Background: an optimization exercise with open tools, aiming at small area. Do not read the settings as production practice.
Function was checked by simulation only, so behaviour that the tests miss may differ from the original.
Power figures rest on the tool's default switching activity, not on a simulated workload.

[flow/config.mk]
export PLATFORM = sky130hd
export DESIGN_NAME = sfte
export DESIGN_NICKNAME = sfte
export VERILOG_FILES = /design/flow/design.v
export SDC_FILE = /design/flow/constraint.sdc
export NUM_CORES = 4
export LEC_CHECK = 0
export CAP_MARGIN = 0
export CORE_MARGIN = 2
export CORE_UTILIZATION = 30
export PLACE_DENSITY = 0.5
export SLEW_MARGIN = 0
[flow/constraint.sdc]
create_clock -name core_clock -period 12.0 [get_ports {clk}]
set_input_delay 2.4000 -clock core_clock [delete_from_list [all_inputs] [get_ports {clk}]]
set_output_delay 2.4000 -clock core_clock [all_outputs]
set_load 0.01 [all_outputs]
[flow/design.v]
module sfte (
    input  wire        clk,
    input  wire        rst,
    input  wire        reg_wr,
    input  wire [7:0]  reg_addr,
    input  wire [31:0] reg_wdata,
    output reg  [31:0] reg_rdata,
    output wire        host_irq,
    output reg         host_en,
    output reg         host_we,
    output reg  [31:0] host_addr,
    output reg  [7:0]  host_wdata,
    input  wire [7:0]  host_rdata,
    output reg         shm_en,
    output reg         shm_we,
    output reg         shm_wide,
    output reg  [14:0] shm_addr,
    output reg  [31:0] shm_wdata,
    input  wire [31:0] shm_rdata,
    input  wire        peer_notify,
    input  wire [15:0] peer_code,
    input  wire        peer_read_out,
    output wire [15:0] mbx_out,
    output wire        peer_irq
);
    localparam [15:0] CODE_DL_READY       = 16'h0A01;
    localparam [15:0] CODE_FRAME_ACK      = 16'h0A02;
    localparam [15:0] CODE_BOOTING        = 16'h0A03;
    localparam [15:0] CODE_UL_READY       = 16'h0B01;
    localparam [15:0] CODE_UL_FRAME_READY = 16'h0B02;
    localparam [7:0] OP_MAP_BOOT = 8'h01, OP_MAP_DL = 8'h02, OP_SET_MAGIC = 8'h03,
                     OP_PREPARE = 8'h10, OP_LOAD_BIN = 8'h11, OP_LOAD_NV = 8'h12,
                     OP_XMIT = 8'h13, OP_UL_STEP1 = 8'h20, OP_UL_STEP2 = 8'h21,
                     OP_BOOT_START = 8'h30, OP_CP_START = 8'h31, OP_CRASH_LOG = 8'h40;
    localparam [2:0] R_OK = 3'd1, R_TIMEOUT = 3'd2, R_MISMATCH = 3'd3,
                     R_NOMEM = 3'd4, R_INVALID = 3'd5;
    localparam [2:0] DL_IDLE = 3'd0, DL_AWAIT = 3'd1, DL_PEER_READY = 3'd2,
                     DL_TRANSFERRING = 3'd3, DL_COMPLETE = 3'd4, DL_TIMEOUT = 3'd5;
    localparam [2:0] UL_IDLE = 3'd0, UL_HANDSHAKE = 3'd1, UL_FRAME_LOOP = 3'd2,
                     UL_DONE = 3'd3, UL_TIMEOUT = 3'd4;
    localparam [2:0] BT_NONE = 3'd0, BT_WAIT = 3'd1, BT_BOOTED = 3'd2,
                     BT_INIT_END_SENT = 3'd3, BT_TIMEOUT = 3'd4;
    localparam [5:0] A_CMD = 6'h00, A_STATUS = 6'h01, A_RESULT = 6'h02, A_CTRL = 6'h03,
                     A_IRQ_STATUS = 6'h04, A_IRQ_ENABLE = 6'h05, A_XFER_SRC = 6'h06,
                     A_XFER_TOTAL = 6'h07, A_XFER_FRAME_CAP = 6'h08, A_XFER_COUNT = 6'h09,
                     A_UL_DST = 6'h0A, A_UL_DST_LEN = 6'h0B, A_CRASH_DST = 6'h0C,
                     A_MAP_BUF = 6'h0D, A_MAP_SIZE = 6'h0E, A_MAP_TAG = 6'h0F,
                     A_MAP_COUNT = 6'h10, A_MAP_INFO = 6'h11, A_PROG_TOTAL = 6'h12,
                     A_PROG_REMAIN = 6'h13, A_PROG_SENT = 6'h14, A_CUR_SRC = 6'h15,
                     A_CUR_FRAME = 6'h16, A_CUR_TAG = 6'h17, A_CUR_COUNT = 6'h18,
                     A_UL_LAST_SIZE = 6'h19, A_UL_LAST_TAG = 6'h1A, A_UL_LAST_COUNT = 6'h1B,
                     A_MBX_IN_VIEW = 6'h1C, A_MBX_OUT_VIEW = 6'h1D, A_LAST_UNRECOG = 6'h1E,
                     A_POLL_LEFT = 6'h1F, A_CAPS = 6'h20;
    localparam [4:0] P_IDLE       = 5'd0,
                     P_DECODE     = 5'd1,
                     P_PREP_WAIT  = 5'd2,
                     P_LOAD_WAIT  = 5'd3,
                     P_U1_POLL    = 5'd4,
                     P_U1_LAST    = 5'd5,
                     P_U2_POLL    = 5'd6,
                     P_BOOT_WAIT  = 5'd7,
                     P_MAGIC      = 5'd8,
                     P_LOAD_FRAME = 5'd9,
                     P_LOAD_FTW   = 5'd10,
                     P_X_COPY     = 5'd11,
                     P_X_SIZE     = 5'd12,
                     P_X_SEND     = 5'd13,
                     P_U1_SEND    = 5'd14,
                     P_U2_RSIZE   = 5'd15,
                     P_U2_RTAG    = 5'd16,
                     P_U2_RCOUNT  = 5'd17,
                     P_U2_CHECK   = 5'd18,
                     P_U2_COPY    = 5'd19,
                     P_U2_SEND    = 5'd20,
                     P_BOOT_SEND  = 5'd21,
                     P_CP_SEND    = 5'd22,
                     P_CR_COPY    = 5'd23;
    localparam [2:0] FT_IDLE = 3'd0, FT_COPY = 3'd1, FT_SIZE = 3'd2, FT_TAG = 3'd3,
                     FT_COUNT = 3'd4, FT_SEND = 3'd5;
    localparam [2:0] MB_NONE = 3'd0, MB_FRAME_SENT = 3'd1, MB_XMIT_SENT = 3'd2,
                     MB_START_EXEC = 3'd3, MB_INIT_END = 3'd4, MB_UL_BEGIN = 3'd5,
                     MB_UL_FRAME_ACK = 3'd6;
    reg        busy;
    reg [7:0]  cur_op;
    reg        cmd_dir, cmd_ok;
    reg [4:0]  phase;
    reg [12:0] idx;         
    reg [31:0] hptr;        
    reg [12:0] lim;         
    reg [31:0] xfer_src, xfer_total, xfer_frame_cap, xfer_count, ul_dst, ul_dst_len, crash_dst;
    reg [2:0]  result_code;
    reg [7:0]  result_op;
    reg        notify_en;
    reg [3:0]  irq_status, irq_enable;
    reg        map_dir, map_sel;
    reg [20:0] prog_total, prog_remain;
    wire [20:0] prog_sent;
    reg [31:0] cur_src;
    reg [12:0] cur_frame;
    reg [1:0]  cur_tag;
    reg [31:0] cur_count;
    reg [31:0] ul_last_size, ul_last_tag, ul_last_count;
    reg [15:0] mbx_in;
    reg        pend;
    reg [2:0]  mbx_c;
    reg        peer_irq_r;
    reg [15:0] unrecog_code;
    reg        unrecog_valid;
    reg [9:0]  poll_left;
    reg        cont_pending, copy_started, boot_complete;
    reg [2:0]  dl_state, ul_state, boot_state;
    reg [2:0]  ft_state;
    wire mb_nz = |mbx_c;
    assign mbx_out  = {4'd0, mb_nz, mb_nz, 1'b0, mbx_c[2] & (mbx_c[1] | mbx_c[0]),
                       5'd0, mbx_c[2] & ~mbx_c[1] & ~mbx_c[0], mbx_c[1], mbx_c[0]};
    assign peer_irq = peer_irq_r;
    assign host_irq = |(irq_status & irq_enable);
    function [32:0] radd;        
        input [31:0] a, b;
        input        ci;
        integer i;
        reg c;
        begin
            c = ci;
            for (i = 0; i < 32; i = i + 1) begin
                radd[i] = a[i] ^ b[i] ^ c;
                c = (a[i] & b[i]) | (c & (a[i] ^ b[i]));
            end
            radd[32] = c;
        end
    endfunction
    function [31:0] rinc;        
        input [31:0] a;
        integer i;
        reg c;
        begin
            c = 1'b1;
            for (i = 0; i < 32; i = i + 1) begin
                rinc[i] = a[i] ^ c;
                c = c & a[i];
            end
        end
    endfunction
    function [31:0] rdec;        
        input [31:0] a;
        integer i;
        reg b;
        begin
            b = 1'b1;
            for (i = 0; i < 32; i = i + 1) begin
                rdec[i] = a[i] ^ b;
                b = b & ~a[i];
            end
        end
    endfunction
    function rlt;                
        input [31:0] a, b;
        integer i;
        reg lt;
        begin
            lt = 1'b0;
            for (i = 0; i < 32; i = i + 1)
                lt = (~a[i] & b[i]) | (~(a[i] ^ b[i]) & lt);
            rlt = lt;
        end
    endfunction
    wire       reg_wr_ok = reg_wr && (reg_addr[1:0] == 2'b00);
    wire [5:0] wr_word   = reg_addr[7:2];
    wire       host_cmd_wr  = reg_wr_ok && (wr_word == A_CMD);
    wire       host_ctrl_wr = reg_wr_ok && (wr_word == A_CTRL);
    wire       accept       = host_cmd_wr && !busy;
    wire       overrun      = (host_cmd_wr || host_ctrl_wr) && busy;
    reg w_assigned;
    always @(*) begin
        case (reg_wdata[7:0])
            OP_MAP_BOOT, OP_MAP_DL, OP_SET_MAGIC, OP_PREPARE, OP_LOAD_BIN, OP_LOAD_NV,
            OP_XMIT, OP_UL_STEP1, OP_UL_STEP2, OP_BOOT_START, OP_CP_START,
            OP_CRASH_LOG: w_assigned = 1'b1;
            default:      w_assigned = 1'b0;
        endcase
    end
    wire w_ok = (reg_wdata[31:9] == 23'd0) && w_assigned &&
                (!reg_wdata[8] || reg_wdata[7:0] == OP_MAP_BOOT);
    wire [7:0] opc   = cur_op;
    wire       is_nv = opc[1];       
    wire [4:0] opk   = {opc[6:4], opc[1:0]};
    function [4:0] K;
        input [7:0] op;
        K = {op[6:4], op[1:0]};
    endfunction
    wire [32:0] src_lo    = radd({16'd0, xfer_src[15:0]}, {16'd0, xfer_total[15:0]}, 1'b0);
    reg         src_lo_c, src_lo_nz;
    always @(posedge clk) begin
        src_lo_c  <= src_lo[16];
        src_lo_nz <= (src_lo[15:0] != 16'd0);
    end
    wire [32:0] src_hi    = radd({16'd0, xfer_src[31:16]}, {16'd0, xfer_total[31:16]}, src_lo_c);
    wire        src_oob   = src_hi[16] && (src_lo_nz || (src_hi[15:0] != 16'd0));
    wire        tot_zero  = (xfer_total == 32'd0);
    wire        tot_big   = (xfer_total[31:13] != 19'd0) || (xfer_total[12] && xfer_total[11:0] != 12'd0);
    wire        tot_nomem = (xfer_total[31:21] != 11'd0) || (xfer_total[20] && xfer_total[19:0] != 20'd0);
    wire        load_state_ok = (dl_state == DL_PEER_READY) || (dl_state == DL_COMPLETE);
    wire        cap_bad   = (xfer_frame_cap == 32'd0) || (xfer_frame_cap[31:13] != 19'd0) ||
                            (xfer_frame_cap[12] && xfer_frame_cap[11:0] != 12'd0);
    wire        cap_lt_tot = (xfer_total[31:13] != 19'd0) || rlt({19'd0, xfer_frame_cap[12:0]}, {19'd0, xfer_total[12:0]});
    wire [12:0] first_frame = cap_lt_tot ? xfer_frame_cap[12:0] : xfer_total[12:0];
    wire        crash_oob = (&crash_dst[31:8]) && (crash_dst[7:0] != 8'd0);
    wire [12:0] len_sat   = (ul_dst_len[31:12] != 20'd0) ? 13'h1000 : {1'b0, ul_dst_len[11:0]};
    wire        size_big  = (ul_last_size[31:13] != 19'd0) ||
                            (ul_last_size[12] && ul_last_size[11:0] != 12'd0);
    wire [32:0] ul_low    = radd({19'd0, hptr[12:0]}, {19'd0, ul_last_size[12:0]}, 1'b0);
    wire        ul_ovf    = (&hptr[31:13]) && ul_low[13] && (ul_low[12:0] != 13'd0);
    wire        ul_bad    = size_big || rlt({19'd0, lim}, {19'd0, ul_last_size[12:0]}) || ul_ovf;
    wire [31:0] poll_dec32 = rdec({22'd0, poll_left});
    wire [9:0]  poll_dec  = poll_dec32[9:0];
    wire        poll_end  = (poll_left == 10'd1);
    wire cmd_locked  = phase[4] | phase[3];
    wire ft_idle     = (ft_state == FT_IDLE);
    wire dl_xfer     = (dl_state == DL_TRANSFERRING);
    wire cont_start  = cont_pending && ft_idle && !cmd_locked;
    wire cont_active = cont_start && dl_xfer;
    wire [32:0] sent33   = radd({11'd0, prog_total}, ~{11'd0, prog_remain}, 1'b1);
    assign      prog_sent = sent33[20:0];
    wire [32:0] c_rem33  = radd({11'd0, prog_remain}, ~{19'd0, cur_frame}, 1'b1);
    wire [20:0] c_remain = c_rem33[20:0];
    wire        c_done   = (prog_remain == {8'd0, cur_frame});
    wire        c_short  = rlt({11'd0, prog_remain}, {18'd0, cur_frame, 1'b0});
    wire wait_step = ft_idle && !(cont_pending && dl_xfer);
    wire notif_take = notify_en && pend;
    wire in_hi_0a   = (mbx_in[15:8] == 8'h0A);
    wire in_dl_rdy  = in_hi_0a && mbx_in[7:0] == 8'h01;
    wire in_ack     = in_hi_0a && mbx_in[7:0] == 8'h02;
    wire in_boot    = in_hi_0a && mbx_in[7:0] == 8'h03;
    wire in_ul_rdy  = (mbx_in == CODE_UL_READY);
    wire in_ul_frm  = (mbx_in == CODE_UL_FRAME_READY);
    wire [14:0] map_buf   = {map_dir, map_sel, 13'h0100};
    wire [14:0] map_size  = {map_dir, map_sel, 8'h00, ~map_sel, 4'h0};
    wire [14:0] map_tag   = {map_dir, map_sel, 8'h00, ~map_sel, 4'h4};
    wire [14:0] map_count = {map_dir, map_sel, 8'h00, ~map_sel, 4'h8};
    wire [31:0] status_v = {(busy ? cur_op : 8'd0), 5'd0, boot_state, 1'b0, ul_state,
                            1'b0, dl_state, 3'd0, boot_complete, 1'b0, copy_started,
                            cont_pending, busy};
    always @(*) begin
        reg_rdata = 32'd0;
        if (reg_addr[1:0] == 2'b00) begin
            case (reg_addr[7:2])
                A_STATUS:        reg_rdata = status_v;
                A_RESULT:        reg_rdata = {16'd0, result_op, 5'd0, result_code};
                A_CTRL:          reg_rdata = {31'd0, notify_en};
                A_IRQ_STATUS:    reg_rdata = {28'd0, irq_status};
                A_IRQ_ENABLE:    reg_rdata = {28'd0, irq_enable};
                A_XFER_SRC:      reg_rdata = xfer_src;
                A_XFER_TOTAL:    reg_rdata = xfer_total;
                A_XFER_FRAME_CAP:reg_rdata = xfer_frame_cap;
                A_XFER_COUNT:    reg_rdata = xfer_count;
                A_UL_DST:        reg_rdata = ul_dst;
                A_UL_DST_LEN:    reg_rdata = ul_dst_len;
                A_CRASH_DST:     reg_rdata = crash_dst;
                A_MAP_BUF:       reg_rdata = {17'd0, map_buf};
                A_MAP_SIZE:      reg_rdata = {17'd0, map_size};
                A_MAP_TAG:       reg_rdata = {17'd0, map_tag};
                A_MAP_COUNT:     reg_rdata = {17'd0, map_count};
                A_MAP_INFO:      reg_rdata = {30'd0, map_sel, map_dir};
                A_PROG_TOTAL:    reg_rdata = {11'd0, prog_total};
                A_PROG_REMAIN:   reg_rdata = {11'd0, prog_remain};
                A_PROG_SENT:     reg_rdata = {11'd0, prog_sent};
                A_CUR_SRC:       reg_rdata = cur_src;
                A_CUR_FRAME:     reg_rdata = {19'd0, cur_frame};
                A_CUR_TAG:       reg_rdata = {30'd0, cur_tag};
                A_CUR_COUNT:     reg_rdata = cur_count;
                A_UL_LAST_SIZE:  reg_rdata = ul_last_size;
                A_UL_LAST_TAG:   reg_rdata = ul_last_tag;
                A_UL_LAST_COUNT: reg_rdata = ul_last_count;
                A_MBX_IN_VIEW:   reg_rdata = {15'd0, pend, mbx_in};
                A_MBX_OUT_VIEW:  reg_rdata = {15'd0, peer_irq_r, mbx_out};
                A_LAST_UNRECOG:  reg_rdata = {15'd0, unrecog_valid, unrecog_code};
                A_POLL_LEFT:     reg_rdata = {22'd0, poll_left};
                A_CAPS:          reg_rdata = 32'h0000_001F;
                default:         reg_rdata = 32'd0;
            endcase
        end
    end
    wire ft_copy  = (ft_state == FT_COPY);
    wire x_copy   = (phase == P_X_COPY);
    wire u2_copy  = (phase == P_U2_COPY);
    wire cr_copy  = (phase == P_CR_COPY);
    wire copying  = ft_copy || x_copy || u2_copy || cr_copy;
    wire [31:0] idx_inc32 = rinc({19'd0, idx});
    wire [12:0] idx_inc  = idx_inc32[12:0];
    wire [31:0] hptr_inc = rinc(hptr);
    wire [31:0] cnt_inc  = rinc(cur_count);
    wire [31:0] boff32   = rinc({27'd0, idx[12:8]});
    wire [12:0] copy_len = ft_copy ? cur_frame : lim;
    wire        copy_last = (idx_inc == copy_len);
    wire [12:0] buf_off  = {boff32[4:0], idx[7:0]};
    always @(*) begin
        host_en    = ft_copy || x_copy || u2_copy || cr_copy;
        host_we    = u2_copy || cr_copy;
        host_addr  = hptr;
        host_wdata = shm_rdata[7:0];
        shm_en     = 1'b0;
        shm_we     = 1'b1;
        shm_wide   = 1'b1;
        shm_addr   = map_buf;
        shm_wdata  = {24'd0, host_rdata};
        case (ft_state)
            FT_COPY: begin
                shm_en = 1'b1; shm_wide = 1'b0;
                shm_addr = {map_dir, map_sel, buf_off};
            end
            FT_SIZE: begin
                shm_en = 1'b1; shm_addr = map_size; shm_wdata = {19'd0, cur_frame};
            end
            FT_TAG: begin
                shm_en = 1'b1; shm_addr = map_tag; shm_wdata = {30'd0, cur_tag};
            end
            FT_COUNT: begin
                shm_en = 1'b1; shm_addr = map_count; shm_wdata = cur_count;
            end
            default: ;
        endcase
        case (phase)
            P_MAGIC: begin
                shm_en = 1'b1; shm_addr = 15'd0; shm_wdata = 32'hAAAA_5555;
            end
            P_X_COPY: begin
                shm_en = 1'b1; shm_wide = 1'b0;
                shm_addr = {map_dir, map_sel, buf_off};
            end
            P_X_SIZE: begin
                shm_en = 1'b1; shm_addr = map_size; shm_wdata = {19'd0, lim};
            end
            P_U2_RSIZE: begin
                shm_en = 1'b1; shm_we = 1'b0; shm_addr = map_size;
            end
            P_U2_RTAG: begin
                shm_en = 1'b1; shm_we = 1'b0; shm_addr = map_tag;
            end
            P_U2_RCOUNT: begin
                shm_en = 1'b1; shm_we = 1'b0; shm_addr = map_count;
            end
            P_U2_COPY: begin
                shm_en = 1'b1; shm_we = 1'b0; shm_wide = 1'b0;
                shm_addr = {map_dir, map_sel, buf_off};
            end
            P_CR_COPY: begin
                shm_en = 1'b1; shm_we = 1'b0; shm_wide = 1'b0;
                shm_addr = {2'b11, 5'd0, idx[7:0]};
            end
            default: ;
        endcase
    end
    reg        send_en;
    reg [2:0]  send_code;
    always @(*) begin
        send_en   = 1'b1;
        send_code = MB_FRAME_SENT;
        case (phase)
            P_X_SEND:    send_code = MB_XMIT_SENT;
            P_U1_SEND:   send_code = MB_UL_BEGIN;
            P_U2_SEND:   send_code = MB_UL_FRAME_ACK;
            P_BOOT_SEND: send_code = MB_START_EXEC;
            P_CP_SEND:   send_code = MB_INIT_END;
            default:     send_en   = (ft_state == FT_SEND);
        endcase
    end
    wire [31:0] wd = rst ? 32'd0 : reg_wdata;
    wire        wr_any = rst | reg_wr_ok;
    always @(posedge clk) begin
        if (wr_any && (rst || wr_word == A_XFER_SRC))       xfer_src       <= wd;
        if (wr_any && (rst || wr_word == A_XFER_TOTAL))     xfer_total     <= wd;
        if (wr_any && (rst || wr_word == A_XFER_FRAME_CAP)) xfer_frame_cap <= wd;
        if (wr_any && (rst || wr_word == A_XFER_COUNT))     xfer_count     <= wd;
        if (wr_any && (rst || wr_word == A_UL_DST))         ul_dst         <= wd;
        if (wr_any && (rst || wr_word == A_UL_DST_LEN))     ul_dst_len     <= wd;
        if (wr_any && (rst || wr_word == A_CRASH_DST))      crash_dst      <= wd;
        if (wr_any && (rst || wr_word == A_IRQ_ENABLE))     irq_enable     <= wd[3:0];
    end
    wire [31:0] rd = rst ? 32'd0 : shm_rdata;
    always @(posedge clk) begin
        if (rst || phase == P_U2_RSIZE)  ul_last_size  <= rd;
        if (rst || phase == P_U2_RTAG)   ul_last_tag   <= rd;
        if (rst || phase == P_U2_RCOUNT) ul_last_count <= rd;
    end
    always @(posedge clk) begin
        idx <= copying ? idx_inc : 13'd0;
        if (copying)
            hptr <= hptr_inc;
        else if (accept)
            hptr <= reg_wdata[6] ? crash_dst : reg_wdata[5] ? ul_dst : xfer_src;
        if (phase == P_DECODE)
            lim <= opc[6] ? 13'h0100 : opc[5] ? len_sat : xfer_total[12:0];
        else if (phase == P_U2_CHECK)
            lim <= ul_last_size[12:0];
        if (accept) begin
            cur_op  <= reg_wdata[7:0];
            cmd_dir <= reg_wdata[8];
            cmd_ok  <= w_ok;
        end
    end
    reg       fin_en;
    reg [2:0] fin_code;
    reg       ft_start_cmd;
    always @(posedge clk) begin
        fin_en       = 1'b0;
        fin_code     = 3'd0;
        ft_start_cmd = 1'b0;
        if (rst) begin
            busy          <= 1'b0;
            phase         <= P_IDLE;
            result_code   <= 3'd0;
            result_op     <= 8'd0;
            notify_en     <= 1'b1;
            irq_status    <= 4'd0;
            map_dir       <= 1'b0;
            map_sel       <= 1'b0;
            prog_total    <= 21'd0;
            prog_remain   <= 21'd0;
            cur_src       <= 32'd0;
            cur_frame     <= 13'd0;
            cur_tag       <= 2'd0;
            cur_count     <= 32'd0;
            mbx_in        <= 16'd0;
            pend          <= 1'b0;
            mbx_c         <= MB_NONE;
            peer_irq_r    <= 1'b0;
            unrecog_code  <= 16'd0;
            unrecog_valid <= 1'b0;
            poll_left     <= 10'd0;
            cont_pending  <= 1'b0;
            copy_started  <= 1'b0;
            boot_complete <= 1'b0;
            dl_state      <= DL_IDLE;
            ul_state      <= UL_IDLE;
            boot_state    <= BT_NONE;
            ft_state      <= FT_IDLE;
        end else begin
            if (host_ctrl_wr && !busy)
                notify_en <= reg_wdata[0];
            if (accept) begin
                busy  <= 1'b1;
                phase <= P_DECODE;
            end
            if (peer_read_out)
                peer_irq_r <= 1'b0;
            if (send_en) begin
                mbx_c      <= send_code;
                peer_irq_r <= 1'b1;
            end
            if (notif_take) begin
                pend <= 1'b0;
                if (in_dl_rdy)
                    copy_started <= 1'b1;
                else if (in_ack)
                    ;  
                else if (in_boot)
                    boot_complete <= 1'b1;
                else begin
                    unrecog_code  <= mbx_in;
                    unrecog_valid <= 1'b1;
                end
            end
            if (cont_start) begin
                cont_pending <= 1'b0;
                if (dl_xfer) begin
                    cur_src     <= hptr;
                    prog_remain <= c_remain;
                    if (c_short)
                        cur_frame <= c_remain[12:0];
                    cur_count <= cnt_inc;
                    if (c_done) begin
                        dl_state <= DL_COMPLETE;
                        cur_tag  <= 2'd0;
                    end else begin
                        ft_state <= FT_COPY;
                    end
                end
            end
            case (ft_state)
                FT_COPY:  if (copy_last) ft_state <= FT_SIZE;
                FT_SIZE:  ft_state <= FT_TAG;
                FT_TAG:   ft_state <= FT_COUNT;
                FT_COUNT: ft_state <= FT_SEND;
                FT_SEND:  ft_state <= FT_IDLE;
                default: ;
            endcase
            case (phase)
                P_DECODE: begin
                    if (!cmd_ok) begin
                        fin_en = 1'b1; fin_code = R_INVALID;
                    end else begin
                        case (opk)     
                            K(OP_MAP_BOOT): begin
                                map_dir <= cmd_dir;
                                map_sel <= 1'b0;
                                fin_en = 1'b1; fin_code = R_OK;
                            end
                            K(OP_MAP_DL): begin
                                map_dir <= 1'b0;
                                map_sel <= 1'b1;
                                fin_en = 1'b1; fin_code = R_OK;
                            end
                            K(OP_SET_MAGIC): phase <= P_MAGIC;
                            K(OP_PREPARE): begin
                                dl_state     <= DL_AWAIT;
                                prog_total   <= 21'd0;
                                prog_remain  <= 21'd0;
                                cur_src      <= 32'd0;
                                cur_frame    <= 13'd0;
                                cur_tag      <= 2'd0;
                                cur_count    <= 32'd0;
                                cont_pending <= 1'b0;
                                poll_left    <= 10'd1000;
                                phase        <= P_PREP_WAIT;
                            end
                            K(OP_LOAD_BIN), K(OP_LOAD_NV): begin
                                if (!load_state_ok || tot_zero || cap_bad || src_oob) begin
                                    fin_en = 1'b1; fin_code = R_INVALID;
                                end else if (tot_nomem) begin
                                    fin_en = 1'b1; fin_code = R_NOMEM;
                                end else begin
                                    prog_total   <= xfer_total[20:0];
                                    prog_remain  <= xfer_total[20:0];
                                    cur_src      <= hptr;
                                    cur_frame    <= first_frame;
                                    cur_tag      <= is_nv ? 2'd2 : 2'd1;
                                    cur_count    <= is_nv ? 32'd1 : xfer_count;
                                    cont_pending <= 1'b0;
                                    dl_state     <= DL_TRANSFERRING;
                                    phase        <= P_LOAD_FRAME;
                                end
                            end
                            K(OP_XMIT): begin
                                if (tot_zero || tot_big || src_oob) begin
                                    fin_en = 1'b1; fin_code = R_INVALID;
                                end else begin
                                    phase <= P_X_COPY;
                                end
                            end
                            K(OP_UL_STEP1): begin
                                notify_en <= 1'b0;
                                ul_state  <= UL_HANDSHAKE;
                                poll_left <= 10'd200;
                                phase     <= P_U1_POLL;
                            end
                            K(OP_UL_STEP2): begin
                                if (ul_state != UL_FRAME_LOOP) begin
                                    fin_en = 1'b1; fin_code = R_INVALID;
                                end else begin
                                    notify_en <= 1'b0;
                                    poll_left <= 10'd200;
                                    phase     <= P_U2_POLL;
                                end
                            end
                            K(OP_BOOT_START): phase <= P_BOOT_SEND;
                            K(OP_CP_START):   phase <= P_CP_SEND;
                            K(OP_CRASH_LOG): begin
                                if (crash_oob) begin
                                    fin_en = 1'b1; fin_code = R_INVALID;
                                end else begin
                                    phase <= P_CR_COPY;
                                end
                            end
                            default: begin
                                fin_en = 1'b1; fin_code = R_INVALID;
                            end
                        endcase
                    end
                end
                P_MAGIC: begin
                    fin_en = 1'b1; fin_code = R_OK;
                end
                P_PREP_WAIT: begin
                    if (copy_started) begin
                        copy_started <= 1'b0;
                        dl_state     <= DL_PEER_READY;
                        fin_en = 1'b1; fin_code = R_OK;
                    end else begin
                        poll_left <= poll_dec;
                        if (poll_end) begin
                            dl_state <= DL_TIMEOUT;
                            fin_en = 1'b1; fin_code = R_TIMEOUT;
                        end
                    end
                end
                P_LOAD_FRAME: begin
                    ft_start_cmd = 1'b1;
                    phase <= P_LOAD_FTW;
                end
                P_LOAD_FTW: begin
                    if (ft_state == FT_SEND) begin
                        poll_left <= is_nv ? 10'd200 : 10'd1000;
                        phase     <= P_LOAD_WAIT;
                    end
                end
                P_LOAD_WAIT: begin
                    if (wait_step) begin
                        if (prog_remain == 21'd0) begin
                            fin_en = 1'b1; fin_code = R_OK;
                        end else begin
                            poll_left <= poll_dec;
                            if (poll_end) begin
                                dl_state     <= DL_TIMEOUT;
                                cur_tag      <= 2'd0;
                                cont_pending <= 1'b0;
                                fin_en = 1'b1; fin_code = R_TIMEOUT;
                            end
                        end
                    end
                end
                P_X_COPY: if (copy_last) phase <= P_X_SIZE;
                P_X_SIZE: phase <= P_X_SEND;
                P_X_SEND: begin
                    fin_en = 1'b1; fin_code = R_OK;
                end
                P_U1_POLL: begin
                    if (pend) begin
                        pend <= 1'b0;
                        if (in_ul_rdy) begin
                            phase <= P_U1_SEND;
                        end else begin
                            notify_en <= 1'b1;
                            ul_state  <= UL_TIMEOUT;
                            fin_en = 1'b1; fin_code = R_MISMATCH;
                        end
                    end else begin
                        poll_left <= poll_dec;
                        if (poll_end)
                            phase <= P_U1_LAST;
                    end
                end
                P_U1_LAST: begin
                    if (in_ul_rdy) begin
                        pend  <= 1'b0;
                        phase <= P_U1_SEND;
                    end else begin
                        notify_en <= 1'b1;
                        ul_state  <= UL_TIMEOUT;
                        fin_en = 1'b1; fin_code = R_TIMEOUT;
                    end
                end
                P_U1_SEND: begin
                    ul_state <= UL_FRAME_LOOP;
                    fin_en = 1'b1; fin_code = R_OK;
                end
                P_U2_POLL: begin
                    if (pend) begin
                        pend <= 1'b0;
                        if (in_ul_frm) begin
                            phase <= P_U2_RSIZE;
                        end else begin
                            notify_en <= 1'b1;
                            ul_state  <= UL_TIMEOUT;
                            fin_en = 1'b1; fin_code = R_MISMATCH;
                        end
                    end else begin
                        poll_left <= poll_dec;
                        if (poll_end) begin
                            notify_en <= 1'b1;
                            ul_state  <= UL_TIMEOUT;
                            fin_en = 1'b1; fin_code = R_TIMEOUT;
                        end
                    end
                end
                P_U2_RSIZE: begin
                    phase <= P_U2_RTAG;
                end
                P_U2_RTAG: begin
                    phase <= P_U2_RCOUNT;
                end
                P_U2_RCOUNT: begin
                    phase <= P_U2_CHECK;
                end
                P_U2_CHECK: begin
                    if (ul_bad) begin
                        notify_en <= 1'b1;
                        ul_state  <= UL_TIMEOUT;
                        fin_en = 1'b1; fin_code = R_INVALID;
                    end else begin
                        phase <= (ul_last_size[12:0] == 13'd0) ? P_U2_SEND : P_U2_COPY;
                    end
                end
                P_U2_COPY: if (copy_last) phase <= P_U2_SEND;
                P_U2_SEND: begin
                    if (ul_last_tag == 32'hFF) begin
                        notify_en <= 1'b1;
                        ul_state  <= UL_DONE;
                    end
                    fin_en = 1'b1; fin_code = R_OK;
                end
                P_BOOT_SEND: begin
                    boot_state <= BT_WAIT;
                    poll_left  <= 10'd200;
                    phase      <= P_BOOT_WAIT;
                end
                P_BOOT_WAIT: begin
                    if (boot_complete) begin
                        boot_complete <= 1'b0;
                        boot_state    <= BT_BOOTED;
                        fin_en = 1'b1; fin_code = R_OK;
                    end else begin
                        poll_left <= poll_dec;
                        if (poll_end) begin
                            boot_state <= BT_TIMEOUT;
                            fin_en = 1'b1; fin_code = R_TIMEOUT;
                        end
                    end
                end
                P_CP_SEND: begin
                    boot_state <= BT_INIT_END_SENT;
                    fin_en = 1'b1; fin_code = R_OK;
                end
                P_CR_COPY: begin
                    if (copy_last) begin
                        fin_en = 1'b1; fin_code = R_OK;
                    end
                end
                default: ;
            endcase
            if (ft_start_cmd)
                ft_state <= FT_COPY;
            if (fin_en) begin
                result_code <= fin_code;
                result_op   <= opc;
                busy        <= 1'b0;
                phase       <= P_IDLE;
            end
            if (notif_take && in_ack)
                cont_pending <= 1'b1;
            if (peer_notify) begin
                mbx_in <= peer_code;
                pend   <= 1'b1;
            end
            irq_status <= (reg_wr_ok && wr_word == A_IRQ_STATUS ? irq_status & ~reg_wdata[3:0] : irq_status)
                        | {overrun,
                           notif_take && !in_dl_rdy && !in_ack && !in_boot,
                           notif_take,
                           fin_en};
        end
    end
endmodule
[flow/flow/run.sh]
#!/bin/bash
# Standard layout, with the port buffers made from the smallest buffer cell
# and a clock tree of clkbuf_16 without dummy balancing loads.
export BUFFER_PORTS_ARGS="-buffer_cell sky130_fd_sc_hd__buf_1"
export CTS_ARGS="-sink_clustering_enable -repair_clock_nets -sink_clustering_size 30 -sink_clustering_max_diameter 80 -buf_list sky130_fd_sc_hd__clkbuf_16 -dont_use_dummy_load"
bash standard.sh > standard.log 2>&1
[flow/standard.sh]
#!/bin/bash
# synth_recipe.tcl (not shown) runs the flow's synth.tcl, then flattens the netlist and writes it again
# the make line also repeats each setting of config.mk as NAME=value (left out here)
make -C /OpenROAD-flow-scripts/flow DESIGN_CONFIG=/design/flow/config.mk WORK_HOME=/design/flow/orfs CLKGATE_MAP_FILE= SYNTH_SCRIPT=/design/flow/synth_recipe.tcl "${@:-finish}"
==> impl_results.md, run 1 <==
* Max FO, Critical Path at 2
* Storage element area at 0.0158 mm^2
* Period minus WS final at 11.74 ns
* Setup TNS at 0 ns
* Hold_buf cts at 0
* # IOs at 243
* Cell Count, Final, Fillers Out at 4618
* Worst r2r src: xfer_total[16]
* Synth async-reset ratio at 0%
* Largest net degree at the start of global routing at 107
* Core Box Area at 0.107 mm^2
* Die height at 333 um
* Worst hold-check path type: register to register
* Hold path depth at 2
* Vias per Instance at 6.23
* Clock Skews at 0.104 ns
* Static Leak at 0.0127 uW
* Final period util at 97.8%
* Crit Path Category: register to output pin
* Area fraction of the dominant cell type after synthesis at 35.0%
* Synth Register Bits at 602
* RSZ-0062 raised after global routing: false
* DRT Pass-1 Iters at 7
* Worst Setup End Kind: output pin
* Initial Util at 30.3%
* Global-route usage over all layers at 28.6%
* CP required at 9.60 ns
* Place WS at 0.449 ns
* Die area at 0.111 mm^2
* WP data arrival at 9.34 ns
* Hold_sp: unrecog_valid
* Post-synth EDFFs at 379
* Layout cells sized above 1 at 6.23%
* Initial antenna violation count at 9
* R2r setup slk at 1.60 ns
* Cts bufs inserted at 39
* Max-slew headroom at 15.3%
* Routed met3 length at 19.0 mm
* CTS Root Buffer Type: clkbuf_16
* Ys Warns at 1
* Worst skew pair latency at 0.66 ns
* # DRC at 0
* Setup ws final at 0.261 ns
* Register area share after synthesis at 48.7%
* Grt ovf at 0
* DP Wirelength at 120 mm
* Aggregate routed wire length at 164 mm
* Final Net Count at 3530
* ANT nets after route at 0
* Outcome: no timing/DRC/antenna violations
* CTS Sinks at 602
* Metal2 WL at 70.1 mm
* Primary FF master, synth: edfxtp_1
* GPL Wtd Cong at 1.00
* Hold slack at 0.456 ns
* CTS tree: built
* Clk slew on worst S/H paths at 0.10 ns
* Filler cell count at 11000
* DR WL/cell at 35.5 um
* Synthesized cell area at 0.0325 mm^2
* R2r endpoint: cur_frame[10]
* Via count at 28800
* Max Root-Sink Buffers at 3
* Hold Path End: unrecog_valid
* Setup violations, final at 0
* Drt initial violations at 4851
* Max layer used: met5
* R2R depth at 27
* Cell Rows at 120
* Pwr per Cell Area at 120 mW/mm^2
* Worst-Margin Slew at 1.26 ns
* Worst vdd ir at 0.0996 mV
* Buffers on Ports at 232
* Final hold viol count at 0
* First-pass GRT wire length at 222 mm
* Dpl cells at 4574
* Syn Inst Count at 3065
* Synth unique cells at 87
* DIE WIDTH at 333 um
* Vias in the first global route at 26500
* Syn Area/Cell at 10.6 um^2
* Area growth from synthesis to layout at 11.3%
* Achievable frequency at 85.2 MHz
* Cells taking the most area after synthesis: edfxtp_1 35%, dfxtp_1 14%, ha_1 5.5%
* Max cap viols at 0
* Largest area contributor in the netlist: edfxtp_1
* CP Launch Type: register
* Count of pins over their slew limit at 0
* CTS H-tree lvls at 2
* DRT met1 WL at 65.7 mm
* Multi-input logic area at 0.0156 mm^2
per-layer routing:
layer,track usage [%],vias to the layer above
li1,-,11900
met1,39.0,14400
met2,42.7,2129
met3,6.71,414
met4,13.1,6
met5,0,-
timing repair:
item                                    in CTS  in global routing
pin swaps                                    2                  1
resized for setup                            6                  7
setup buffers                                0                  0
endpoints found under the setup margin       2                  2
cell type report:
type	instances	share of cell area, %
multi-input cells	2133	43.2
flip-flops and latches	602	43.8
diodes	5	0.0346
repair buffers	310	4.08
clock buffers	39	2.70
inverters	126	1.31
well taps	1403	4.85
worst max-delay path, cell delays in order (launching register included):
cell and delay (ns):
dfxtp_1 0.32, inv_1 0.07, ha_1 0.14, inv_1 0.05, fa_1 0.40, fa_1 0.41
fa_1 0.39, fa_1 0.39, fa_1 0.39, fa_1 0.40, fa_2 0.36, fa_2 0.36
fa_1 0.39, fa_2 0.37, fa_1 0.41, fa_2 0.37, fa_2 0.36, fa_1 0.40
fa_2 0.37, fa_2 0.36, fa_2 0.36, fa_1 0.37, inv_1 0.09, fa_1 0.43
o21ai_2 0.17, a221oi_1 0.06, a31oi_1 0.30, buf_2 0.19
placed cells by master, fill, tap and decap left out, types with 10 or more instances in the layout:
master | netlist | routed
o22ai_1 | 33 | 33
clkbuf_16 | 0 | 39
nor2_1 | 237 | 216
a22oi_1 | 135 | 135
xnor2_1 | 13 | 13
a221oi_1 | 80 | 80
nand2b_1 | 14 | 14
buf_1 | 23 | 228
o21a_1 | 11 | 11
a21oi_1 | 135 | 133
nor2b_1 | 75 | 74
xor2_1 | 12 | 12
edfxtp_1 | 379 | 379
o21ai_0 | 139 | 138
nor2_4 | 0 | 14
a222oi_1 | 13 | 13
and3_1 | 25 | 25
nand2_1 | 244 | 241
ha_1 | 143 | 143
fa_1 | 74 | 66
inv_1 | 123 | 122
a31oi_1 | 45 | 45
and2_1 | 26 | 26
o31ai_1 | 18 | 10
nand4_1 | 46 | 46
nor3_1 | 41 | 36
a211oi_1 | 13 | 12
conb_1 | 1 | 10
o2bb2ai_1 | 18 | 18
nand3_1 | 60 | 60
mux2i_1 | 149 | 149
nor4_1 | 68 | 67
o211ai_1 | 14 | 14
buf_4 | 22 | 77
a21o_1 | 19 | 19
o32ai_1 | 11 | 11
a22o_1 | 99 | 99
dfxtp_1 | 223 | 222
cells by family (layout without fill, tap and decap cells):
kind of cell             count (synthesis)  after routing  share of synthesized area [%]
XOR/XNOR                                25             25                          0.674
buffers and inverters                  339            475                           4.23
AND/OR/NAND/NOR                        882            882                           13.2
AO/OA/AOI/OAI                          848            848                           18.5
adder cells (fa/ha/maj)                217            217                           10.1
flip-flops                             602            602                           48.7
other                                    1             15                         0.0115
multiplexers                           151            151                           4.66
power by group:
group / switching (uW) / internal (uW) / total (uW)
Sequential: 157 / 2320 / 2480
Clock: 741 / 579 / 1320
Combinational: 359 / 166 / 525
Total: 1260 / 3070 / 4330
per-stage QoR:
stage | utilization, % | instance area, um^2 | power, uW
6_report | 33.8 | 36200 | 4330
5_1_grt | 33.7 | 36200 | 4430
4_1_cts | 33.7 | 36200 | 4310
3_5_place_dp | 32.8 | 35200 | 3030
3_3_place_gp | 32.8 | 35200 | 3030
2_1_floorplan | - | 32500 | 2740
cell usage after synthesis, drive strengths merged (6+ instances only):
cell,n
a21oi,135
nor3b,7
nand3,60
and3,25
xor2,12
or4,8
dfxtp,223
nand4,46
o21a,11
o32ai,11
a222oi,13
nand2,244
xnor2,13
o31ai,19
and2,26
or3,10
o21ai,140
a221oi,80
edfxtp,379
nor2,237
nor3,42
fa,74
o22ai,33
a21o,19
buf,52
o2bb2ai,18
mux2i,149
nand2b,14
a22oi,135
a22o,99
ha,143
o211ai,14
a2111oi,9
nor2b,75
inv,123
a31oi,45
clkbuf,161
nor4,69
a211oi,14
or2,6
how the worst max path moves through the flow:
stage                         startpoint            end  slack (ns)  depth (start not counted)
after CTS                  prog_total[0]  reg_rdata[19]        0.02                         27
after global routing       prog_total[0]  reg_rdata[19]        0.02                         27
after global placement     prog_total[0]  reg_rdata[19]        0.48                         27
after detailed placement  prog_remain[1]  reg_rdata[19]        0.45                         25
final                      prog_total[0]  reg_rdata[19]        0.26                         27
after floorplan           prog_remain[0]  reg_rdata[19]        1.30                         25
==> inputs of run 2 (changes only) <==
==> flow/flow/run.sh (replaced) <==
#!/bin/bash
# Standard layout, with the port buffers made from the smallest buffer cell
# and a clock tree of clkbuf_16 without dummy balancing loads.
export BUFFER_PORTS_ARGS="-buffer_cell sky130_fd_sc_hd__buf_1"
export CTS_ARGS="-sink_clustering_enable -repair_clock_nets -sink_clustering_size 24 -sink_clustering_max_diameter 150 -buf_list sky130_fd_sc_hd__clkbuf_16 -dont_use_dummy_load"
bash standard.sh > standard.log 2>&1
--- a/flow/config.mk
+++ b/flow/config.mk
@@ -8,5 +8,5 @@
 export CAP_MARGIN = 0
 export CORE_MARGIN = 2
 export CORE_UTILIZATION = 30
-export PLACE_DENSITY = 0.5
+export PLACE_DENSITY = 0.7
 export SLEW_MARGIN = 0
==> run 2 against run 1 <==
Still clean. Synthesized cell count did not move. Count of clock-buffer cells in the layout fell by 10. Clock skew fell by 0.053 ns. Register-to-register slack improved by 0.14 ns. Critical path depth did not move. Worst hold slack improved by 0.0041 ns. Global-route usage fell by 0.60 points. Critical path type unchanged. Largest power group unchanged. Highest routed layer unchanged.
==> impl_results.md, run 2 <==
* Dpl cells at 4579 (was 4574)
* Core Box Area at 0.107 mm^2 (unchanged)
* Syn Inst Count at 3065 (unchanged)
* Crit Path Category: register to output pin (unchanged)
* R2r setup slk at 1.74 ns (was 1.60 ns)
* Primary FF master, synth: edfxtp_1 (unchanged)
* Cell Rows at 120 (unchanged)
* Vias in the first global route at 27300 (was 26500)
* CTS Sinks at 602 (unchanged)
* CTS Root Buffer Type: clkbuf_16 (unchanged)
* Worst vdd ir at 0.116 mV (was 0.0996 mV)
* Ys Warns at 1 (unchanged)
* Post-CTS setup buffers at 0 (unchanged)
* Achievable frequency at 84.8 MHz (was 85.2 MHz)
* GPL Wtd Cong at 1.04 (was 1.00)
* Worst hold-check path type: register to register (unchanged)
* Final Util at 33.5% (was 33.8%)
* Area fraction of the dominant cell type after synthesis at 35.0% (unchanged)
* Worst Setup End Kind: output pin (unchanged)
* DR WL/cell at 34.9 um (was 35.5 um)
* Met2 usage at 41.3% (was 42.7%)
* Largest area contributor in the netlist: edfxtp_1 (unchanged)
* Cells taking the most area after synthesis: edfxtp_1 35%, dfxtp_1 14%, ha_1 5.5% (unchanged)
* Setup violations, final at 0 (unchanged)
* Worst r2r src: xfer_total[16] (unchanged)
* Sw Share at 29.3% (was 29.1%)
* Top-count cell post-synth: edfxtp_1 (unchanged)
* Buffers on Ports at 232 (unchanged)
* Clock Skews at 0.0506 ns (was 0.104 ns)
* Static Leak at 0.0126 uW (was 0.0127 uW)
* CP required at 9.60 ns (about the same)
* Synth unique cells at 87 (unchanged)
* Clk pwr share at 27.2% (was 30.5%)
* Filler cell count at 11000 (about the same)
* Synth Register Bits at 602 (unchanged)
* Die height at 333 um (unchanged)
* Outcome: no timing/DRC/antenna violations (unchanged)
* Via count at 29200 (was 28800)
* Aggregate routed wire length at 161 mm (was 164 mm)
* Sequential power share at 60.1% (was 57.4%)
* Register area share after synthesis at 48.7% (unchanged)
* Max FO, Critical Path at 2 (unchanged)
* CTS H-tree lvls at 1 (was 2)
* Initial Util at 30.3% (unchanged)
* Period minus WS final at 11.80 ns (was 11.74 ns)
* Clk slew on worst S/H paths at 0.12 ns (was 0.10 ns)
* Syn Area/Cell at 10.6 um^2 (unchanged)
* Final hold viol count at 0 (unchanged)
* Hold Path End: unrecog_valid (unchanged)
* Cts bufs inserted at 29 (was 39)
* R2r endpoint: cur_src[28] (was cur_frame[10])
* Hold slack at 0.460 ns (was 0.456 ns)
* Layout cells sized above 1 at 5.80% (was 6.23%)
* DRT Pass-1 Iters at 10 (was 7)
* R2R depth at 27 (unchanged)
* Initial antenna violation count at 16 (was 9)
* DP Wirelength at 120 mm (about the same)
* M1 GR Usage at 36.3% (was 39.0%)
* Busiest grt layer: met2 (unchanged)
* Cell Count, Final, Fillers Out at 4614 (was 4618)
* RSZ-0062 raised after global routing: false (unchanged)
* CTS tree: built (unchanged)
* Vias per Instance at 6.33 (was 6.23)
* Grt ovf at 0 (unchanged)
* # IOs at 243 (unchanged)
* Area growth from synthesis to layout at 10.4% (was 11.3%)
* Most common cell after layout, fill and taps aside: edfxtp_1 (unchanged)
* Worst-Margin Slew at 1.39 ns (was 1.26 ns)
* Setup ws final at 0.202 ns (was 0.261 ns)
* Pwr per Cell Area at 115 mW/mm^2 (was 120 mW/mm^2)
* First-pass GRT wire length at 220 mm (was 222 mm)
* DIE WIDTH at 333 um (unchanged)
* Drt initial violations at 4751 (was 4851)
* Internal at 2920 uW (was 3070 uW)
* Grt met3 use at 9.33% (was 6.71%)
* Commonest non-fill, non-tap cells in the layout: 379 x edfxtp_1, 241 x nand2_1, 228 x buf_1 (unchanged)
* WP data arrival at 9.40 ns (was 9.34 ns)
* Sw power at 1210 uW (was 1260 uW)
* Die area at 0.111 mm^2 (unchanged)
* # DRC at 0 (unchanged)
* Global-route usage over all layers at 28.0% (was 28.6%)
* Synthesized cell area at 0.0325 mm^2 (unchanged)
* Comb power frac at 12.7% (was 12.1%)
* Synth top cells by count: 379 x edfxtp_1, 244 x nand2_1, 237 x nor2_1, 223 x dfxtp_1, 161 x clkbuf_1 (unchanged)
* Worst skew pair latency at 0.67 ns (was 0.66 ns)
* Setup TNS at 0 ns (unchanged)
* Synth async-reset ratio at 0% (unchanged)
* Max-slew headroom at 7.00% (was 15.3%)
* Count of pins over their slew limit at 0 (unchanged)
* Final Net Count at 3525 (was 3530)
* Hold_sp: unrecog_valid (unchanged)
* Max cap viols at 0 (unchanged)
* Place WS at 0.398 ns (was 0.449 ns)
* ANT nets after route at 0 (unchanged)
* Final period util at 98.3% (was 97.8%)
* Post-synth EDFFs at 379 (unchanged)
* Largest net degree at the start of global routing at 68 (was 107)
* Hold path depth at 2 (unchanged)
* CP Launch Type: register (unchanged)
* Max Root-Sink Buffers at 3 (unchanged)
-- run 2: changes by cell type in the layout (fill, tap and decap cells not counted), moves of 2 or more --
cell | before | now
nor2_2 | 7 | 11
nor2_1 | 216 | 220
a21oi_2 | 2 | 0
clkbuf_16 | 39 | 29
a21oi_1 | 133 | 135
nor2_4 | 14 | 6
buf_4 | 77 | 83
-- run 2: stage by stage --
| step | area, um^2 | total power, uW |
|---|---|---|
| 6_report | 35900 | 4130 |
| 5_1_grt | 35900 | 4220 |
| 4_1_cts | 35900 | 4090 |
| 3_5_place_dp | 35100 | 3020 |
| 3_3_place_gp | 35100 | 3020 |
| 2_1_floorplan | 32500 | 2740 |
-- run 2: timing repair --
action	in CTS	in global routing
setup endpoints to repair	2	2
endpoints found under the hold margin	0	0
pin swaps	2	1
hold buffers	0	0
resized for setup	8	4
-- run 2: power by group through the flow --
stage | clock network, uW | registers [uW] | logic (uW)
6_report | 1120 | 2490 | 525
5_1_grt | 1170 | 2490 | 556
4_1_cts | 1110 | 2470 | 510
3_5_place_dp | 0 | 2520 | 508
3_3_place_gp | 0 | 2520 | 502
2_1_floorplan | 0 | 2430 | 307
-- run 2: layout make-up --
class	count	area, um^2	area share (%)
Timing Repair Buffer	315	1500	4.18
Inverter	126	473	1.32
Clock buffer	29	726	2.02
Sequential cell	602	15800	44.2
Tap cell	1403	1760	4.89
Multi-Input combinational cell	2133	15600	43.4
Antenna cell	6	15.0	0.0418
-- run 2: cell families (layout without fill, tap and decap cells) --
family	count (synthesis)	after routing	share of synthesized area (%)
compound gates	848	848	18.5
xor+xnor	25	25	0.674
fa+ha+maj	217	217	10.1
buf+inv	339	470	4.23
flops	602	602	48.7
mux	151	151	4.66
other cells	1	16	0.0115
simple gates	882	882	13.2
-- run 2: critical path, cell delays in order, from the launching register on --
cell      delay (ns)
dfxtp_1         0.34
inv_1           0.07
ha_1            0.14
inv_1           0.05
fa_1            0.39
fa_2            0.37
fa_2            0.35
fa_2            0.36
fa_2            0.35
fa_1            0.39
fa_1            0.40
fa_1            0.39
fa_1            0.41
fa_1            0.40
fa_2            0.39
fa_2            0.38
fa_1            0.41
fa_1            0.41
fa_1            0.40
fa_1            0.41
fa_2            0.38
fa_1            0.38
inv_1           0.08
fa_1            0.40
o21ai_1         0.16
a221oi_1        0.07
a31oi_1         0.26
buf_2           0.17
-- run 2: metal layers --
layer  vias up  routed length [um]  share of wire (%)
li1      11800                   -                  -
met1     14300               61000                 38
met2      2452               67300                 42
met3       543               22700                 14
met4        16               10200                6.3
met5         -                  97              0.060
-- run 2: how the worst max path moves through the flow --
stage                          to  slack (ns)  cells past startpoint           start
CTS                 reg_rdata[19]       0.004                     27   prog_total[0]
floorplan           reg_rdata[19]        1.30                     25  prog_remain[0]
global route        reg_rdata[19]        0.03                     27   prog_total[0]
finish              reg_rdata[19]        0.20                     27   prog_total[0]
global placement    reg_rdata[19]        0.41                     26  prog_remain[0]
detailed placement  reg_rdata[20]        0.40                     27  prog_remain[0]
==> inputs of run 3 (changes only) <==
--- a/flow/flow/run.sh
+++ b/flow/flow/run.sh
@@ -3,4 +3,5 @@
 # and a clock tree of clkbuf_16 without dummy balancing loads.
 export BUFFER_PORTS_ARGS="-buffer_cell sky130_fd_sc_hd__buf_1"
 export CTS_ARGS="-sink_clustering_enable -repair_clock_nets -sink_clustering_size 24 -sink_clustering_max_diameter 150 -buf_list sky130_fd_sc_hd__clkbuf_16 -dont_use_dummy_load"
+export GPL_KEEP_OVERFLOW=0.3
 bash standard.sh > standard.log 2>&1
--- a/flow/config.mk
+++ b/flow/config.mk
@@ -8,5 +8,5 @@
 export CAP_MARGIN = 0
 export CORE_MARGIN = 2
 export CORE_UTILIZATION = 30
-export PLACE_DENSITY = 0.7
+export PLACE_DENSITY = 0.5
 export SLEW_MARGIN = 0
==> run 3 against run 2 <==
Still clean. Final area is 0.23% higher. Final cell count is 0.15% lower. Clock power hardly changed. Critical path depth is 1 lower. Worst hold slack better by 0.0012 ns. Synthesized area stayed put. Fmax is 0.68% higher. Synthesized cell count stayed put. Highest routed layer unchanged.
==> impl_results.md, run 3 <==
* Met2 usage at 42.1% (was 41.3%)
* Largest net degree at the start of global routing at 73 (was 68)
* CP Launch Type: register (unchanged)
* M1 GR Usage at 38.9% (was 36.3%)
* GPL Wtd Cong at 0.980 (was 1.04)
* Cell Rows at 120 (unchanged)
* Count of pins over their slew limit at 0 (unchanged)
* Final Util at 33.6% (was 33.5%)
* Outcome: no timing/DRC/antenna violations (unchanged)
* CP required at 9.60 ns (about the same)
* Ys Warns at 1 (unchanged)
* Area growth from synthesis to layout at 10.7% (was 10.4%)
* Clk slew on worst S/H paths at 0.11 ns (was 0.12 ns)
* Final hold viol count at 0 (unchanged)
* Final Net Count at 3522 (was 3525)
* Setup TNS at 0 ns (unchanged)
* CTS tree: built (unchanged)
* Max Root-Sink Buffers at 3 (unchanged)
* Storage element area at 0.0159 mm^2 (was 0.0158 mm^2)
* Top-count cell post-synth: edfxtp_1 (unchanged)
* Post-synth EDFFs at 379 (unchanged)
* Global-route usage over all layers at 28.5% (was 28.0%)
* Pwr per Cell Area at 115 mW/mm^2 (about the same)
* First-pass GRT wire length at 223 mm (was 220 mm)
* Max-slew headroom at 14.5% (was 7.00%)
* RSZ-0062 raised after global routing: false (unchanged)
* Aggregate routed wire length at 163 mm (was 161 mm)
* Filler cell count at 11000 (about the same)
* Syn Area/Cell at 10.6 um^2 (unchanged)
* WP data arrival at 9.32 ns (was 9.40 ns)
* Most common cell after layout, fill and taps aside: edfxtp_1 (unchanged)
* Via count at 28500 (was 29200)
* Grt met3 use at 6.82% (was 9.33%)
* CTS H-tree lvls at 1 (unchanged)
* Commonest non-fill, non-tap cells in the layout: 379 x edfxtp_1, 241 x nand2_1, 226 x buf_1 (was 379 x edfxtp_1, 241 x nand2_1, 228 x buf_1)
* Initial antenna violation count at 12 (was 16)
* ANT nets after route at 0 (unchanged)
* Worst skew pair latency at 0.67 ns (about the same)
* Layout cells sized above 1 at 6.28% (was 5.80%)
* Sum of buffers and inverters on the critical path at 3 (was 4)
* Setup violations, final at 0 (unchanged)
* Worst vdd ir at 0.123 mV (was 0.116 mV)
* Vias per Instance at 6.19 (was 6.33)
* Period minus WS final at 11.72 ns (was 11.80 ns)
* # DRC at 0 (unchanged)
* Drt initial violations at 4468 (was 4751)
* Primary FF master, synth: edfxtp_1 (unchanged)
* DIE WIDTH at 333 um (unchanged)
* Slowest CP cell: fa_1 (unchanged)
* Synth Register Bits at 602 (unchanged)
* DRT Pass-1 Iters at 6 (was 10)
* Worst hold-check path type: register to register (unchanged)
* Achievable frequency at 85.3 MHz (was 84.8 MHz)
* Crit-path max cell delay at 0.41 ns (about the same)
* Synthesized cell area at 0.0325 mm^2 (unchanged)
* Area fraction of the dominant cell type after synthesis at 35.0% (unchanged)
* Die height at 333 um (unchanged)
* Multi-input logic area at 0.0157 mm^2 (was 0.0156 mm^2)
* Buffers on Ports at 232 (unchanged)
* Initial Util at 30.3% (unchanged)
* Largest area contributor in the netlist: edfxtp_1 (unchanged)
* Synth unique cells at 87 (unchanged)
* DR WL/cell at 35.5 um (was 34.9 um)
* Busiest grt layer: met2 (unchanged)
* Cells taking the most area after synthesis: edfxtp_1 35%, dfxtp_1 14%, ha_1 5.5% (unchanged)
* Die area at 0.111 mm^2 (unchanged)
* Syn Inst Count at 3065 (unchanged)
* # IOs at 243 (unchanged)
* Worst Setup End Kind: output pin (unchanged)
* Grt ovf at 0 (unchanged)
* Register area share after synthesis at 48.7% (unchanged)
* Synth async-reset ratio at 0% (unchanged)
* CTS Sinks at 602 (unchanged)
* Final period util at 97.7% (was 98.3%)
* Max cap viols at 0 (unchanged)
* Synth top cells by count: 379 x edfxtp_1, 244 x nand2_1, 237 x nor2_1, 223 x dfxtp_1, 161 x clkbuf_1 (unchanged)
* Worst-Margin Slew at 1.28 ns (was 1.39 ns)
* CP dominant cell by count: fa_2 (was fa_1)
* Clock Skews at 0.0719 ns (was 0.0506 ns)
* DP Wirelength at 119 mm (was 120 mm)
* CTS Root Buffer Type: clkbuf_16 (unchanged)
* Cts bufs inserted at 29 (unchanged)
* Crit Path Category: register to output pin (unchanged)
* Core Box Area at 0.107 mm^2 (unchanged)
* Cell family contributing the most delay on the critical path: adder cells (unchanged)
* Hold_buf cts at 0 (unchanged)
* Vias in the first global route at 26800 (was 27300)
* Static Leak at 0.0126 uW (about the same)
* Max FO, Critical Path at 5 (was 2)
## run 3: where the power goes
group / switching, uW / internal (uW)
sequential: 156 / 2320
combinational: 357 / 166
clock: 711 / 431
total: 1220 / 2920
## run 3: logic make-up after synthesis
logic type,Yosys count,share of synthesized area (%)
buf+inv,339,4.23
fa+ha+maj,217,10.1
flops,602,48.7
simple gates,882,13.2
xor+xnor,25,0.674
mux,151,4.66
other cells,1,0.0115
compound gates,848,18.5
## run 3: path summary, 6_finish.rpt
check                                     from       endpoint  slack [ns]  cells past startpoint
worst min register to register   unrecog_valid  unrecog_valid        0.46                      2
worst max-delay path            prog_remain[0]  reg_rdata[19]        0.28                     26
worst max register to register  xfer_total[16]    cur_src[19]        1.82                     27
worst min-delay path             unrecog_valid  unrecog_valid        0.46                      2
## run 3: repair_timing
| item | CTS | global route |
|---|---|---|
| resized for setup | 10 | 8 |
| buffers inserted | 0 | 0 |
| pin swaps | 2 | 2 |
| endpoints found under the setup margin | 3 | 2 |
## run 3: layout make-up
cell class | count | area share, %
Sequential cell | 602 | 44.1
Tap cell | 1403 | 4.88
Antenna cell | 2 | 0.0139
Inverter | 126 | 1.31
Clock buffer | 29 | 2.02
Timing Repair Buffer | 312 | 4.17
Multi-Input combinational cell | 2133 | 43.5
## run 3: worst min-delay path, delay by kind of cell, from the launching register on
family,cells,cell delay (ns)
AO/OA/AOI/OAI,1,0.05
flip-flops,1,0.33
buffers and inverters,1,0.05
## run 3: stage by stage
stage / cells / setup WS [ns] / hold WS (ns) / total power [uW] / instance area, um^2
4_1_cts: 4605 / 0.0469 / 0.454 / 4130 / 36000
2_1_floorplan: 3074 / 1.30 / 0.425 / 2740 / 32500
6_report: 4607 / 0.282 / 0.461 / 4150 / 36000
3_5_place_dp: 4576 / 0.270 / 0.440 / 3030 / 35200
3_3_place_gp: 4576 / 0.398 / 0.439 / 3030 / 35200
5_1_grt: 4605 / 0.0441 / 0.489 / 4250 / 36000
## run 3: routing by layer
| layer | part of all wire [%] | vias to the layer above |
|---|---|---|
| met5 | 0.058 | - |
| met4 | 5.9 | 14 |
| met3 | 12 | 360 |
| met2 | 42 | 2004 |
| met1 | 40 | 14300 |
| li1 | - | 11800 |
==> inputs of run 4 (changes only) <==
==> flow/flow/run.sh (replaced) <==
#!/bin/bash
# Standard layout, with the port buffers made from the smallest buffer cell
# and a clock tree of clkbuf_16 without dummy balancing loads.
export BUFFER_PORTS_ARGS="-buffer_cell sky130_fd_sc_hd__buf_1"
export CTS_ARGS="-sink_clustering_enable -repair_clock_nets -sink_clustering_size 24 -sink_clustering_max_diameter 150 -buf_list sky130_fd_sc_hd__clkbuf_16 -dont_use_dummy_load"
bash standard.sh > standard.log 2>&1
==> run 4 against run 3 <==
Final cell count about the same. Setup slack lost 0.086 ns. Synthesized cell count is the same. Worst hold slack got worse by 0.0051 ns. Die area stayed put. Fmax down 0.73%. Sequential cell count stayed put. First-iteration DRC count increased by 12%. Register-to-register slack lost 0.22 ns. Sequential power about the same. Count of clock-buffer cells in the layout did not move. Still clean.
==> impl_results.md, run 4 <==
* Area after DPL at 0.0352 mm^2 (about the same)
* Design area at 0.0359 mm^2 (was 0.0360 mm^2)
* R2R depth at 27 (unchanged)
* Aggregate routed wire length at 163 mm (about the same)
* Vias per Instance at 6.23 (was 6.19)
* Die height at 333 um (unchanged)
* CTS Sinks at 602 (unchanged)
* Layout cells sized above 1 at 5.94% (was 6.28%)
* Pwr per Cell Area at 115 mW/mm^2 (about the same)
* First-pass GRT wire length at 222 mm (was 223 mm)
* CP required at 9.60 ns (about the same)
* CP Launch Type: register (unchanged)
* CTS H-tree lvls at 1 (unchanged)
* Synth Register Bits at 602 (unchanged)
* CTS tree: built (unchanged)
* Largest area contributor in the netlist: edfxtp_1 (unchanged)
* Final Net Count at 3520 (was 3522)
* Via count at 28700 (was 28500)
* ANT nets after route at 0 (unchanged)
* Die area at 0.111 mm^2 (unchanged)
* DIE WIDTH at 333 um (unchanged)
* CTS Root Buffer Type: clkbuf_16 (unchanged)
* Primary FF master, synth: edfxtp_1 (unchanged)
* Worst Setup End Kind: output pin (unchanged)
* Synth async-reset ratio at 0% (unchanged)
* Final period util at 98.4% (was 97.7%)
* WP data arrival at 9.40 ns (was 9.32 ns)
* Core Box Area at 0.107 mm^2 (unchanged)
* Commonest non-fill, non-tap cells in the layout: 379 x edfxtp_1, 241 x nand2_1, 228 x buf_1 (was 379 x edfxtp_1, 241 x nand2_1, 226 x buf_1)
* Synth top cells by count: 379 x edfxtp_1, 244 x nand2_1, 237 x nor2_1, 223 x dfxtp_1, 161 x clkbuf_1 (unchanged)
* Final hold viol count at 0 (unchanged)
* Filler cell count at 11000 (about the same)
* Most common cell after layout, fill and taps aside: edfxtp_1 (unchanged)
* Post-synth EDFFs at 379 (unchanged)
* Clk slew on worst S/H paths at 0.12 ns (was 0.11 ns)
* Area growth from synthesis to layout at 10.5% (was 10.7%)
* Synth unique cells at 87 (unchanged)
* DP Wirelength at 120 mm (was 119 mm)
* Initial antenna violation count at 12 (unchanged)
* Grt ovf at 0 (unchanged)
* Initial Util at 30.3% (unchanged)
* Max Root-Sink Buffers at 3 (unchanged)
* Vias in the first global route at 26500 (was 26800)
* DR WL/cell at 35.5 um (about the same)
* Worst r2r src: xfer_total[16] (unchanged)
* Synthesized cell area at 0.0325 mm^2 (unchanged)
* Worst hold-check path type: register to register (unchanged)
* Worst vdd ir at 0.123 mV (about the same)
* Achievable frequency at 84.7 MHz (was 85.3 MHz)
* Syn Inst Count at 3065 (unchanged)
* Global-route usage over all layers at 28.4% (was 28.5%)
* Static Leak at 0.0126 uW (about the same)
* # DRC at 0 (unchanged)
* Crit Path Category: register to output pin (unchanged)
* End of the critical path: reg_rdata[19] (unchanged)
* Ys Warns at 1 (unchanged)
* Max FO, Critical Path at 2 (was 5)
* Worst-Margin Slew at 1.28 ns (about the same)
* Buffers on Ports at 232 (unchanged)
* Clock Skews at 0.0708 ns (was 0.0719 ns)
* Outcome: no timing/DRC/antenna violations (unchanged)
* Cts bufs inserted at 29 (unchanged)
* Setup ws final at 0.196 ns (was 0.282 ns)
* Cells taking the most area after synthesis: edfxtp_1 35%, dfxtp_1 14%, ha_1 5.5% (unchanged)
* Top-count cell post-synth: edfxtp_1 (unchanged)
* Max cap viols at 0 (unchanged)
* R2r endpoint: cur_count[10] (was cur_src[19])
* Place WS at 0.449 ns (was 0.270 ns)
* Max-slew headroom at 13.6% (was 14.5%)
* Setup crit start: prog_total[0] (was prog_remain[0])
* Syn Area/Cell at 10.6 um^2 (unchanged)
* Cell Rows at 120 (unchanged)
* DRT Pass-1 Iters at 6 (unchanged)
* Register area share after synthesis at 48.7% (unchanged)
* GPL Wtd Cong at 1.00 (was 0.980)
* Drt initial violations at 4996 (was 4468)
* # IOs at 243 (unchanged)
* Worst skew pair latency at 0.67 ns (about the same)
* Largest net degree at the start of global routing at 107 (was 73)
* Setup violations, final at 0 (unchanged)
* Period minus WS final at 11.80 ns (was 11.72 ns)
* Count of pins over their slew limit at 0 (unchanged)
* R2r setup slk at 1.60 ns (was 1.82 ns)
* Area fraction of the dominant cell type after synthesis at 35.0% (unchanged)
[run 4: cell counts after synthesis]
Identical to the previous run, type by type.
[run 4: cells by family after synthesis]
kind of cell,after synthesis,synth area share [%]
AOI/OAI and AO/OA,848,18.5
xor gates and xnor gates,25,0.674
adders and majority gates,217,10.1
buffers and inverters,339,4.23
DFF,602,48.7
muxes,151,4.66
other,1,0.0115
and+or+nand+nor,882,13.2
[run 4: critical path: stages, from the launching register on]
cell	delay (ns)
dfxtp_1	0.34
inv_1	0.07
ha_1	0.14
inv_1	0.05
fa_1	0.41
fa_1	0.42
fa_1	0.40
fa_1	0.39
fa_1	0.39
fa_1	0.40
fa_2	0.36
fa_2	0.35
fa_1	0.39
fa_2	0.37
fa_2	0.36
fa_2	0.36
fa_1	0.40
fa_1	0.41
fa_2	0.37
fa_2	0.36
fa_2	0.36
fa_1	0.37
inv_1	0.09
fa_1	0.43
o21ai_2	0.16
a221oi_1	0.06
a31oi_1	0.32
buf_2	0.19
[run 4: how the worst min path moves through the flow]
stage / start / endpoint / slack [ns] / depth (start not counted)
finish: unrecog_valid / unrecog_valid / 0.46 / 2
global placement: unrecog_valid / unrecog_valid / 0.44 / 2
CTS: unrecog_valid / unrecog_valid / 0.45 / 2
detailed placement: unrecog_valid / unrecog_valid / 0.44 / 2
global route: unrecog_valid / unrecog_valid / 0.47 / 2
floorplan: unrecog_valid / unrecog_valid / 0.43 / 2
[run 4: timing repair]
item                                    4_1_cts  5_1_grt
endpoints found under the setup margin        2        2
hold buffers                                  0        0
setup buffers                                 0        0
resized for setup                             8        5
pin swaps                                     2        1
[run 4: where the power goes]
| group | switching [uW] | leakage (uW) | internal [uW] |
|---|---|---|---|
| clock | 698 | 0.000357 | 431 |
| sequential | 157 | 0.00545 | 2320 |
| combinational | 358 | 0.00681 | 165 |
[run 4: final cells by class]
class	count	area [um^2]	share of cell area [%]
Sequential cell	602	15800	44.1
Antenna cell	2	5.00	0.0139
Timing Repair Buffer	310	1480	4.11
Inverter	126	473	1.32
Multi-Input combinational cell	2133	15600	43.5
Clock buffer	29	726	2.02
Tap cell	1403	1760	4.89
[run 4: per-layer routing]
metal	wire [um]	track usage (%)	share of wire [%]	vias to the layer above
met5	56	0	0.034	-
met4	8990	13.2	5.5	8
met3	19000	5.90	12	378
met2	69700	42.6	43	2142
met1	65600	39.0	40	14300
li1	-	-	-	11800
[run 4: through the flow]
| step | TNS, ns | power [uW] | util, % | std cells | hold WS [ns] |
|---|---|---|---|---|---|
| finish | 0 | 4130 | 33.5 | 4605 | 0.456 |
| global route | -0.0117 | 4250 | 33.5 | 4603 | 0.469 |
| CTS | 0 | 4130 | 33.5 | 4603 | 0.453 |
| detailed placement | 0 | 3030 | 32.8 | 4574 | 0.437 |
| global placement | 0 | 3030 | 32.8 | 4574 | 0.441 |
| floorplan | 0 | 2740 | - | 3074 | 0.425 |

[separate check: timing with driven ports]
No port has a modelled driver above. Below, the same layouts with a new extraction and two added sets of constraints. Step 1 sets driving cells, clkbuf_16 on the clock port and buf_2 on the other inputs (assumed; they add their load-dependent delay and slew). Step 2 times the ports against the registers' clock, not the clock port: input delays grow and output delays shrink by t, the midpoint of the rising clock arrivals with the driver on. Slacks: ideal / step 1 / step 2; pairs: ideal / step 1.
run | t, ns | slack for setup (ns) | worst register clock-pin slew, ns
run 1 | 0.679 | 0.261 / 0.186 / 0.865 | 0.12 / 0.12
run 2 | 0.714 | 0.202 / 0.133 / 0.847 | 0.12 / 0.12
run 3 | 0.703 | 0.282 / 0.214 / 0.917 | 0.12 / 0.12
run 4 | 0.703 | 0.196 / 0.128 / 0.830 | 0.12 / 0.12
After both steps every run listed still meets setup and hold.
